Background: an optimization exercise with open tools, aiming at small area. Do not read the settings as production practice. In this exercise RTL edits were held to simulation tests only and were not proved equivalent to the original. The flow treats the clock pin as an ideal source, which a real chip does not have. Power and IR drop assume default switching activity.

==> build 49 <==
## link_rx
module link_rx #(
    parameter CNT_W = 12
) (
    input  wire              clk,
    input  wire              rst,
    input  wire              ser_valid,
    input  wire [7:0]        ser_data,
    input  wire              msg_valid,
    input  wire [7:0]        msg_data,
    input  wire              msg_last,
    input  wire [1:0]        msg_kind,
    input  wire [3:0]        stat_sel,
    output reg  [CNT_W-1:0]  stat_data,
    output reg               ser_pix_valid,
    output wire [7:0]        ser_pix_data,
    output wire              ser_evt_valid,
    output wire [1:0]        ser_evt_code,
    output wire [7:0]        ser_evt_ctr,
    output wire [7:0]        ser_evt_gap,
    output reg               msg_pix_valid,
    output wire [7:0]        msg_pix_data,
    output reg               msg_evt_valid,
    output wire [1:0]        msg_evt_kind,
    output reg  [1:0]        msg_evt_code,
    output wire [7:0]        msg_evt_ctr,
    output wire [7:0]        msg_evt_gap,
    output wire [103:0]      msg_evt_data
);
clock: 10.0 ns
lec_check: 0
cap_margin: 20
core_margin: 2
core_utilization: 65
slew_margin: 20
standard.sh (not shown) runs the stock make flow with config.mk's settings and CLKGATE_MAP_FILE= SYNTH_SCRIPT=/design/flow/synth_recipe.tcl, a recipe that flattens the netlist after the stock synthesis.
==> flow/flow/run.sh <==
#!/bin/bash
# Own layout flow. Steps, each with its full output in a log file here:
#  1. the standard synthesis (standard.sh synth), unchanged;
#  2. remap.sh: the combinational cells of that netlist re-mapped by ABC
#     with an area-oriented script; registers (and full adders) are
#     kept as they are, with their names and cell types;
#  3. the standard ORFS flow on the re-mapped netlist, with buf_1 port
#     buffers, a clock tree of clkbuf_4 without dummy loads (post_cts.tcl
#     upsizes any clock buffer whose flip-flops see a slow clock edge).
set -euo pipefail
here=$(pwd)
bash standard.sh synth > synth.log 2>&1
bash flow/remap.sh > remap.log 2>&1
bash standard.sh \
    "BUFFER_PORTS_ARGS=-buffer_cell sky130_fd_sc_hd__buf_1" \
    "CTS_ARGS=-sink_clustering_enable -repair_clock_nets -dont_use_dummy_load -buf_list sky130_fd_sc_hd__clkbuf_4 -sink_clustering_size 9 -sink_clustering_max_diameter 45" \
    "POST_CTS_TCL=$here/flow/post_cts.tcl" \
    finish > finish.log 2>&1
==> flow/flow/area.abc <==
&get -n
&st
&deepsyn -T 30
&dch -f
&nf -R 1000
&put
topo
stime -c
==> flow/flow/post_cts.tcl <==
set limit 0.100
set ladder {sky130_fd_sc_hd__clkbuf_4 sky130_fd_sc_hd__clkbuf_8 sky130_fd_sc_hd__clkbuf_16}
for {set pass 0} {$pass < 3} {incr pass} {
  estimate_parasitics -placement
  set drivers {}
  foreach pin [get_pins -hierarchical */CLK] {
    if {[get_property $pin slew_max] > $limit} {
      foreach d [get_pins -of [get_nets -of $pin] -filter "direction==output"] {
        lappend drivers [get_property $d full_name]
      }
    }
  }
  set drivers [lsort -unique $drivers]
  if {[llength $drivers] == 0} { break }
  set changed 0
  foreach d $drivers {
    set inst [get_cells -of [get_pins $d]]
    set master [get_property $inst ref_name]
    set i [lsearch $ladder $master]
    if {$i >= 0 && $i < [llength $ladder] - 1} {
      replace_cell $inst [lindex $ladder [expr $i + 1]]
      incr changed
      puts "post_cts: [get_property $inst full_name] $master -> [lindex $ladder [expr $i + 1]]"
    }
  }
  if {$changed == 0} { break }
}
detailed_placement
check_placement -verbose
estimate_parasitics -placement
==> flow/flow/remap.sh <==
#!/bin/bash
# Re-map the combinational logic of the standard synthesis netlist with ABC.
set -euo pipefail
res=orfs/results/sky130hd/link_rx/base
lib=$FLOW_HOME/platforms/sky130hd/lib/sky130_fd_sc_hd__tt_025C_1v80.lib
yosys=$FLOW_HOME/../tools/install/yosys/bin/yosys
[ -x "$yosys" ] || yosys=yosys
dont_use=$(sed -n '/^export DONT_USE_CELLS/,/^#/p' $FLOW_HOME/platforms/sky130hd/config.mk \
    | grep -o 'sky130_fd_sc_hd__[a-z0-9_]*' | sed 's/^/-dont_use /' | tr '\n' ' ')
cp $res/1_2_yosys.v $res/1_2_yosys_std.v
# cells kept whole: registers and full adders (half adders are re-mapped)
keep=$(grep -o 'sky130_fd_sc_hd__\(dfxtp\|edfxtp\|dfrtp\|dfstp\|dfbbp\|sdfxtp\|dlx\|fa\)[a-z0-9_]*' \
    $res/1_2_yosys_std.v | sort -u | tr '\n' ' ')
cat > remap.ys <<EOS
read_liberty -ignore_miss_func $lib
blackbox $keep
read_verilog $res/1_2_yosys_std.v
hierarchy -top $FLOW_TOP
flatten
opt_clean
abc -liberty $lib $dont_use -script $(pwd)/flow/area.abc
opt_clean -purge
hilomap -singleton -hicell sky130_fd_sc_hd__conb_1 HI -locell sky130_fd_sc_hd__conb_1 LO
insbuf -buf sky130_fd_sc_hd__buf_4 A X
tee -o remap_stat.txt stat -liberty $lib
write_verilog -noattr -noexpr -nohex -nodec $res/1_2_yosys.v
EOS
$yosys -s remap.ys
rm -f $res/1_synth.odb $res/1_synth.sdc
==> inputs of trial 61, as changes to build 49 <==
==> flow/flow/run.sh (replaced) <==
#!/bin/bash
# Own layout flow: the standard synthesis and ORFS flow, with smaller
# port buffers and a clock tree without dummy loads. Each step's full
# output goes to a log file of its own in this folder.
set -euo pipefail
bash standard.sh synth > synth.log 2>&1
bash standard.sh \
    "BUFFER_PORTS_ARGS=-buffer_cell sky130_fd_sc_hd__buf_1" \
    "CTS_ARGS=-sink_clustering_enable -repair_clock_nets -dont_use_dummy_load -buf_list sky130_fd_sc_hd__clkbuf_4" \
    RECOVER_POWER=100 \
    finish > finish.log 2>&1
--- a/flow/config.mk
+++ b/flow/config.mk
@@ -8,4 +8,4 @@
 export CAP_MARGIN = 20
 export CORE_MARGIN = 2
-export CORE_UTILIZATION = 65
+export CORE_UTILIZATION = 40
 export SLEW_MARGIN = 20
removed: flow/flow/area.abc
removed: flow/flow/post_cts.tcl
removed: flow/flow/remap.sh
==> notes <==
Build 49 completed with no timing, DRC or antenna violations. Trial 61 finished but fails on max-capacitance violations, max-slew violations. Of build 49 and trial 61, trial 61 has the higher clock skew (gap 0.061 ns). Against build 49, the register-to-register slack of trial 61 is lower by 0.46 ns. Between trial 61 and build 49, the lower synthesized cell count is in build 49 (gap 1.7%, measured against build 49). Die area: build 49 is smaller than trial 61 (41%). In sequential cell count, trial 61 and build 49 do not differ.

---

==> run R <==
link_rx again, from the RTL that the note above started with.
==> flow/design.v (excerpt) <==
module link_rx #(
    parameter CNT_W = 12
) (
    input  wire              clk,
    input  wire              rst,
    input  wire              ser_valid,
    input  wire [7:0]        ser_data,
    input  wire              msg_valid,
    input  wire [7:0]        msg_data,
    input  wire              msg_last,
    input  wire [1:0]        msg_kind,
    input  wire [3:0]        stat_sel,
    output reg  [CNT_W-1:0]  stat_data,
    output reg               ser_pix_valid,
    output wire [7:0]        ser_pix_data,
    output wire              ser_evt_valid,
    output wire [1:0]        ser_evt_code,
    output wire [7:0]        ser_evt_ctr,
    output wire [7:0]        ser_evt_gap,
    output reg               msg_pix_valid,
    output wire [7:0]        msg_pix_data,
    output reg               msg_evt_valid,
    output wire [1:0]        msg_evt_kind,
    output reg  [1:0]        msg_evt_code,
    output wire [7:0]        msg_evt_ctr,
    output wire [7:0]        msg_evt_gap,
    output wire [103:0]      msg_evt_data
);
export LEC_CHECK = 0
export CAP_MARGIN = 20
export CORE_MARGIN = 2
export CORE_UTILIZATION = 40
export SLEW_MARGIN = 20
create_clock -name core_clock -period 10.0 [get_ports {clk}]
==> flow/flow/run.sh <==
#!/bin/bash
# Own layout flow: the standard synthesis and ORFS flow, with smaller
# port buffers and a clock tree without dummy loads. Each step's full
# output goes to a log file of its own in this folder.
set -euo pipefail
bash standard.sh synth > synth.log 2>&1
bash standard.sh \
    "BUFFER_PORTS_ARGS=-buffer_cell sky130_fd_sc_hd__buf_1" \
    "CTS_ARGS=-sink_clustering_enable -repair_clock_nets -dont_use_dummy_load -buf_list sky130_fd_sc_hd__clkbuf_4" \
    finish > finish.log 2>&1
==> inputs of run C, as changes to run R <==
==> flow/flow/run.sh (replaced) <==
#!/bin/bash
# Own layout flow. Steps, each with its full output in a log file here:
#  1. the standard synthesis (standard.sh synth), unchanged;
#  2. remap.sh: the combinational cells of that netlist re-mapped by ABC
#     with an area-oriented script; registers (and full adders) are
#     kept as they are, with their names and cell types;
#  3. the standard ORFS flow on the re-mapped netlist, with buf_1 port
#     buffers, a clock tree of clkbuf_4 without dummy loads (post_cts.tcl
#     upsizes any clock buffer whose flip-flops see a slow clock edge).
set -euo pipefail
here=$(pwd)
bash standard.sh synth > synth.log 2>&1
bash flow/remap.sh > remap.log 2>&1
bash standard.sh \
    "BUFFER_PORTS_ARGS=-buffer_cell sky130_fd_sc_hd__buf_1" \
    "CTS_ARGS=-sink_clustering_enable -repair_clock_nets -dont_use_dummy_load -buf_list sky130_fd_sc_hd__clkbuf_4 -sink_clustering_size 9 -sink_clustering_max_diameter 45" \
    "POST_CTS_TCL=$here/flow/post_cts.tcl" \
    finish > finish.log 2>&1
==> flow/flow/area.abc (new file) <==
&get -n
&st
&dch -f
&nf -R 1000
&put
topo
stime -c
==> flow/flow/post_cts.tcl (new file) <==
set limit 0.100
set ladder {sky130_fd_sc_hd__clkbuf_4 sky130_fd_sc_hd__clkbuf_8 sky130_fd_sc_hd__clkbuf_16}
for {set pass 0} {$pass < 3} {incr pass} {
  estimate_parasitics -placement
  set drivers {}
  foreach pin [get_pins -hierarchical */CLK] {
    if {[get_property $pin slew_max] > $limit} {
      foreach d [get_pins -of [get_nets -of $pin] -filter "direction==output"] {
        lappend drivers [get_property $d full_name]
      }
    }
  }
  set drivers [lsort -unique $drivers]
  if {[llength $drivers] == 0} { break }
  set changed 0
  foreach d $drivers {
    set inst [get_cells -of [get_pins $d]]
    set master [get_property $inst ref_name]
    set i [lsearch $ladder $master]
    if {$i >= 0 && $i < [llength $ladder] - 1} {
      replace_cell $inst [lindex $ladder [expr $i + 1]]
      incr changed
      puts "post_cts: [get_property $inst full_name] $master -> [lindex $ladder [expr $i + 1]]"
    }
  }
  if {$changed == 0} { break }
}
detailed_placement
check_placement -verbose
estimate_parasitics -placement
==> flow/flow/remap.sh (new file) <==
#!/bin/bash
# Re-map the combinational logic of the standard synthesis netlist with ABC.
set -euo pipefail
res=orfs/results/sky130hd/link_rx/base
lib=$FLOW_HOME/platforms/sky130hd/lib/sky130_fd_sc_hd__tt_025C_1v80.lib
yosys=$FLOW_HOME/../tools/install/yosys/bin/yosys
[ -x "$yosys" ] || yosys=yosys
dont_use=$(sed -n '/^export DONT_USE_CELLS/,/^#/p' $FLOW_HOME/platforms/sky130hd/config.mk \
    | grep -o 'sky130_fd_sc_hd__[a-z0-9_]*' | sed 's/^/-dont_use /' | tr '\n' ' ')
cp $res/1_2_yosys.v $res/1_2_yosys_std.v
# cells kept whole: registers and full adders (half adders are re-mapped)
keep=$(grep -o 'sky130_fd_sc_hd__\(dfxtp\|edfxtp\|dfrtp\|dfstp\|dfbbp\|sdfxtp\|dlx\|fa\)[a-z0-9_]*' \
    $res/1_2_yosys_std.v | sort -u | tr '\n' ' ')
cat > remap.ys <<EOS
read_liberty -ignore_miss_func $lib
blackbox $keep
read_verilog $res/1_2_yosys_std.v
hierarchy -top $FLOW_TOP
flatten
opt_clean
abc -liberty $lib $dont_use -script $(pwd)/flow/area.abc
opt_clean -purge
hilomap -singleton -hicell sky130_fd_sc_hd__conb_1 HI -locell sky130_fd_sc_hd__conb_1 LO
insbuf -buf sky130_fd_sc_hd__buf_4 A X
tee -o remap_stat.txt stat -liberty $lib
write_verilog -noattr -noexpr -nohex -nodec $res/1_2_yosys.v
EOS
$yosys -s remap.ys
rm -f $res/1_synth.odb $res/1_synth.sdc
==> flow/config.mk (replaced) <==
export PLATFORM = sky130hd
export DESIGN_NAME = link_rx
export DESIGN_NICKNAME = link_rx
export VERILOG_FILES = /design/flow/design.v
export SDC_FILE = /design/flow/constraint.sdc
export NUM_CORES = 4
export LEC_CHECK = 0
export CAP_MARGIN = 20
export CORE_MARGIN = 2
export CORE_UTILIZATION = 65
export SLEW_MARGIN = 20
==> inputs of run F, as changes to run R <==
--- a/flow/design.v
+++ b/flow/design.v
@@ -116,49 +116,14 @@
                 assign c[i+1] = value[i] & c[i];
             end
             always @(posedge clk)
                 value[i] <= ~rst & (s[i] | c[W]);
         end
     endgenerate
 endmodule
-module sat_grp #(
-    parameter W = 12,
-    parameter N = 9
-) (
-    input  wire           clk,
-    input  wire           rst,
-    input  wire [N-1:0]   inc,
-    output reg  [N*W-1:0] value
-);
-    wire [W-1:0] cur;
-    genvar i, b;
-    generate
-        for (b = 0; b < W; b = b + 1) begin : g_sel
-            wire [N-1:0] t;
-            for (i = 0; i < N; i = i + 1) begin : g_and
-                assign t[i] = inc[i] & value[i*W + b];
-            end
-            assign cur[b] = |t;
-        end
-    endgenerate
-    wire [W:0]   c;
-    wire [W-1:0] nxt;
-    assign c[0] = ~(&cur);
-    generate
-        for (b = 0; b < W; b = b + 1) begin : g_inc
-            assign c[b+1] = c[b] & cur[b];
-            assign nxt[b] = ~rst & (cur[b] ^ c[b]);
-        end
-        for (i = 0; i < N; i = i + 1) begin : g_reg
-            always @(posedge clk)
-                if (rst || inc[i])
-                    value[i*W +: W] <= nxt;
-        end
-    endgenerate
-endmodule
 module link_rx #(
     parameter CNT_W = 12
 ) (
     input  wire              clk,
     input  wire              rst,
     input  wire              ser_valid,
     input  wire [7:0]        ser_data,
@@ -375,25 +340,25 @@
     wire [CNT_W-1:0] c_ledd_acc, c_ledd_skip, c_ledd_cor, c_ledd_inv;
     wire [CNT_W-1:0] c_param_acc, c_param_skip, c_param_cor, c_param_inv;
     wire [CNT_W-1:0] c_btn_acc, c_btn_cor, c_btn_inv;
     sat_ctr #(.W(CNT_W)) u_c0  (.clk(clk), .rst(rst), .inc(s_accept),                         .value(c_leds_acc));
     sat_add #(.W(CNT_W)) u_c1  (.clk(clk), .rst(rst), .amt(leds_gap),                       .value(c_leds_skip));
     sat_ctr #(.W(CNT_W)) u_c2  (.clk(clk), .rst(rst), .inc(s_corrupt),                        .value(c_leds_cor));
     sat_ctr #(.W(CNT_W)) u_c3  (.clk(clk), .rst(rst), .inc(s_syncfail),                       .value(c_sync_fail));
+    sat_ctr #(.W(CNT_W)) u_c4  (.clk(clk), .rst(rst), .inc(m_accept && m_ledd),               .value(c_ledd_acc));
     sat_add #(.W(CNT_W)) u_c5  (.clk(clk), .rst(rst), .amt(m_gap & {8{!m_kind[0]}}),        .value(c_ledd_skip));
+    sat_ctr #(.W(CNT_W)) u_c6  (.clk(clk), .rst(rst), .inc(m_corrupt && m_ledd),              .value(c_ledd_cor));
+    sat_ctr #(.W(CNT_W)) u_c7  (.clk(clk), .rst(rst), .inc(m_invalid && m_ledd),              .value(c_ledd_inv));
+    sat_ctr #(.W(CNT_W)) u_c8  (.clk(clk), .rst(rst), .inc(m_accept && m_param),              .value(c_param_acc));
     sat_add #(.W(CNT_W)) u_c9  (.clk(clk), .rst(rst), .amt(m_gap & {8{m_kind[0]}}),         .value(c_param_skip));
-    sat_grp #(.W(CNT_W), .N(9)) u_cm (
-        .clk(clk), .rst(rst),
-        .inc({m_invalid && m_btn,   m_corrupt && m_btn,   m_accept && m_btn,
-              m_invalid && m_param, m_corrupt && m_param, m_accept && m_param,
-              m_invalid && m_ledd,  m_corrupt && m_ledd,  m_accept && m_ledd}),
-        .value({c_btn_inv, c_btn_cor, c_btn_acc,
-                c_param_inv, c_param_cor, c_param_acc,
-                c_ledd_inv, c_ledd_cor, c_ledd_acc})
-    );
+    sat_ctr #(.W(CNT_W)) u_c10 (.clk(clk), .rst(rst), .inc(m_corrupt && m_param),             .value(c_param_cor));
+    sat_ctr #(.W(CNT_W)) u_c11 (.clk(clk), .rst(rst), .inc(m_invalid && m_param),             .value(c_param_inv));
+    sat_ctr #(.W(CNT_W)) u_c12 (.clk(clk), .rst(rst), .inc(m_accept && m_btn),                .value(c_btn_acc));
+    sat_ctr #(.W(CNT_W)) u_c13 (.clk(clk), .rst(rst), .inc(m_corrupt && m_btn),               .value(c_btn_cor));
+    sat_ctr #(.W(CNT_W)) u_c14 (.clk(clk), .rst(rst), .inc(m_invalid && m_btn),               .value(c_btn_inv));
     always @(*) begin
         case (stat_sel)
             4'd0:  stat_data = c_leds_acc;
             4'd1:  stat_data = c_leds_skip;
             4'd2:  stat_data = c_leds_cor;
             4'd3:  stat_data = c_sync_fail;
             4'd4:  stat_data = c_ledd_acc;
==> flow/flow/run.sh (replaced) <==
#!/bin/bash
# Own layout flow: the standard synthesis and ORFS flow, with smaller
# port buffers and a clock tree without dummy loads. Each step's full
# output goes to a log file of its own in this folder.
set -euo pipefail
bash standard.sh synth > synth.log 2>&1
bash standard.sh \
    "BUFFER_PORTS_ARGS=-buffer_cell sky130_fd_sc_hd__buf_1" \
    "CTS_ARGS=-sink_clustering_enable -repair_clock_nets -dont_use_dummy_load" \
    finish > finish.log 2>&1
==> inputs of run D, as changes to run R <==
--- a/flow/design.v
+++ b/flow/design.v
@@ -116,49 +116,14 @@
                 assign c[i+1] = value[i] & c[i];
             end
             always @(posedge clk)
                 value[i] <= ~rst & (s[i] | c[W]);
         end
     endgenerate
 endmodule
-module sat_grp #(
-    parameter W = 12,
-    parameter N = 9
-) (
-    input  wire           clk,
-    input  wire           rst,
-    input  wire [N-1:0]   inc,
-    output reg  [N*W-1:0] value
-);
-    wire [W-1:0] cur;
-    genvar i, b;
-    generate
-        for (b = 0; b < W; b = b + 1) begin : g_sel
-            wire [N-1:0] t;
-            for (i = 0; i < N; i = i + 1) begin : g_and
-                assign t[i] = inc[i] & value[i*W + b];
-            end
-            assign cur[b] = |t;
-        end
-    endgenerate
-    wire [W:0]   c;
-    wire [W-1:0] nxt;
-    assign c[0] = ~(&cur);
-    generate
-        for (b = 0; b < W; b = b + 1) begin : g_inc
-            assign c[b+1] = c[b] & cur[b];
-            assign nxt[b] = ~rst & (cur[b] ^ c[b]);
-        end
-        for (i = 0; i < N; i = i + 1) begin : g_reg
-            always @(posedge clk)
-                if (rst || inc[i])
-                    value[i*W +: W] <= nxt;
-        end
-    endgenerate
-endmodule
 module link_rx #(
     parameter CNT_W = 12
 ) (
     input  wire              clk,
     input  wire              rst,
     input  wire              ser_valid,
     input  wire [7:0]        ser_data,
@@ -375,25 +340,25 @@
     wire [CNT_W-1:0] c_ledd_acc, c_ledd_skip, c_ledd_cor, c_ledd_inv;
     wire [CNT_W-1:0] c_param_acc, c_param_skip, c_param_cor, c_param_inv;
     wire [CNT_W-1:0] c_btn_acc, c_btn_cor, c_btn_inv;
     sat_ctr #(.W(CNT_W)) u_c0  (.clk(clk), .rst(rst), .inc(s_accept),                         .value(c_leds_acc));
     sat_add #(.W(CNT_W)) u_c1  (.clk(clk), .rst(rst), .amt(leds_gap),                       .value(c_leds_skip));
     sat_ctr #(.W(CNT_W)) u_c2  (.clk(clk), .rst(rst), .inc(s_corrupt),                        .value(c_leds_cor));
     sat_ctr #(.W(CNT_W)) u_c3  (.clk(clk), .rst(rst), .inc(s_syncfail),                       .value(c_sync_fail));
+    sat_ctr #(.W(CNT_W)) u_c4  (.clk(clk), .rst(rst), .inc(m_accept && m_ledd),               .value(c_ledd_acc));
     sat_add #(.W(CNT_W)) u_c5  (.clk(clk), .rst(rst), .amt(m_gap & {8{!m_kind[0]}}),        .value(c_ledd_skip));
+    sat_ctr #(.W(CNT_W)) u_c6  (.clk(clk), .rst(rst), .inc(m_corrupt && m_ledd),              .value(c_ledd_cor));
+    sat_ctr #(.W(CNT_W)) u_c7  (.clk(clk), .rst(rst), .inc(m_invalid && m_ledd),              .value(c_ledd_inv));
+    sat_ctr #(.W(CNT_W)) u_c8  (.clk(clk), .rst(rst), .inc(m_accept && m_param),              .value(c_param_acc));
     sat_add #(.W(CNT_W)) u_c9  (.clk(clk), .rst(rst), .amt(m_gap & {8{m_kind[0]}}),         .value(c_param_skip));
-    sat_grp #(.W(CNT_W), .N(9)) u_cm (
-        .clk(clk), .rst(rst),
-        .inc({m_invalid && m_btn,   m_corrupt && m_btn,   m_accept && m_btn,
-              m_invalid && m_param, m_corrupt && m_param, m_accept && m_param,
-              m_invalid && m_ledd,  m_corrupt && m_ledd,  m_accept && m_ledd}),
-        .value({c_btn_inv, c_btn_cor, c_btn_acc,
-                c_param_inv, c_param_cor, c_param_acc,
-                c_ledd_inv, c_ledd_cor, c_ledd_acc})
-    );
+    sat_ctr #(.W(CNT_W)) u_c10 (.clk(clk), .rst(rst), .inc(m_corrupt && m_param),             .value(c_param_cor));
+    sat_ctr #(.W(CNT_W)) u_c11 (.clk(clk), .rst(rst), .inc(m_invalid && m_param),             .value(c_param_inv));
+    sat_ctr #(.W(CNT_W)) u_c12 (.clk(clk), .rst(rst), .inc(m_accept && m_btn),                .value(c_btn_acc));
+    sat_ctr #(.W(CNT_W)) u_c13 (.clk(clk), .rst(rst), .inc(m_corrupt && m_btn),               .value(c_btn_cor));
+    sat_ctr #(.W(CNT_W)) u_c14 (.clk(clk), .rst(rst), .inc(m_invalid && m_btn),               .value(c_btn_inv));
     always @(*) begin
         case (stat_sel)
             4'd0:  stat_data = c_leds_acc;
             4'd1:  stat_data = c_leds_skip;
             4'd2:  stat_data = c_leds_cor;
             4'd3:  stat_data = c_sync_fail;
             4'd4:  stat_data = c_ledd_acc;
==> flow/run.sh (new file) <==
#!/bin/bash
# synth_recipe.tcl (not shown) runs the flow's synth.tcl, then flattens the netlist and writes it again
# the make line also repeats each setting of config.mk as NAME=value (left out here)
make -C /OpenROAD-flow-scripts/flow DESIGN_CONFIG=/design/flow/config.mk WORK_HOME=/design/flow/orfs CLKGATE_MAP_FILE= SYNTH_SCRIPT=/design/flow/synth_recipe.tcl finish
removed: flow/flow/run.sh
removed: flow/standard.sh
==> results_dict.tcl <==
set metrics [dict create \
    status "no timing/DRC/antenna violations" \
    p_switching_uw 727 \
    cts-root-buf "clkbuf_16" \
    n_all_buffers 222 \
    seq_share_pct 43.7 \
    ys_seq_elements 368 \
    pwr-share-comb_pct 8.2 \
    ys_top_cells_by_count "dfxtp_1, ha_1, edfxtp_1" \
    synth-xor-area-share_pct 3.65 \
    grt_max_degree 94 \
    die_w_um 216 \
    seqPwrFrac_pct 51.3 \
]
The numbers above come from run F.

==> results_dict.tcl <==
set metrics [dict create \
    p_switching_uw 774 \
    ys_seq_elements 368 \
    seqPwrFrac_pct 57.3 \
    status "no timing/DRC/antenna violations" \
    n_all_buffers 233 \
    seq_share_pct 51.2 \
    die_w_um 213 \
    synth-xor-area-share_pct 2.92 \
    ys_top_cells_by_count "edfxtp_1, dfxtp_1, nor2_1" \
    cts-root-buf "clkbuf_4" \
    worstPathArrival_ps 9780 \
    pwr-share-comb_pct 10.3 \
]
The numbers above come from run R.

==> results_dict.tcl <==
set metrics [dict create \
    status "no timing/DRC/antenna violations" \
    p_switching_uw 712 \
    seqPwrFrac_pct 62.6 \
    die_w_um 164 \
    seq_share_pct 54.8 \
    pwr-share-comb_pct 11.0 \
]
The numbers above come from run C.

==> results_dict.tcl <==
set metrics [dict create \
    status "no timing/DRC/antenna violations" \
    seqPwrFrac_pct 46.9 \
    grt_max_degree 98 \
    die_w_um 216 \
    ys_seq_elements 368 \
    p_switching_uw 817 \
    synth-xor-area-share_pct 3.65 \
    n_all_buffers 224 \
    pwr-share-comb_pct 8.2 \
]
The numbers above come from run D.

[re-timing with driven ports]
The flow's constraints put no driver on any port. The routed layouts listed below were extracted and timed again, unchanged, in two steps.
Step 1: set_driving_cell puts a clkbuf_16 on clk and a buf_2 on each other input, an assumption about the parent block.
Step 2 moves the port delays by t, midway between the first and last clock arrival at a register: inputs arrive t later, outputs are due t later. That takes back most of the time a late clock gives input paths.
Slacks: ideal ports / drivers / drivers and shift; pairs: ideal ports / drivers.
run | t, ns | setup slack, ns | hold slack, ns
build 49 | 0.719 | 1.285 / 1.285 / 1.285 | 0.514 / 0.514 / 0.514
trial 61 | 0.818 | 0.828 / 0.828 / 0.560 | 0.535 / 0.535 / 0.535
run R | 0.820 | 0.860 / 0.860 / 0.860 | 0.538 / 0.538 / 0.538
run C | 0.729 | 0.770 / 0.770 / 0.770 | 0.489 / 0.489 / 0.489
run F | 0.605 | 1.083 / 1.083 / 1.083 | 0.523 / 0.523 / 0.523
run D | 0.616 | 0.715 / 0.715 / 0.715 | 0.539 / 0.539 / 0.539
For trial 61, which loses most, drivers alone change the setup slack by 0.000 ns; drivers and shift together by -0.268 ns.
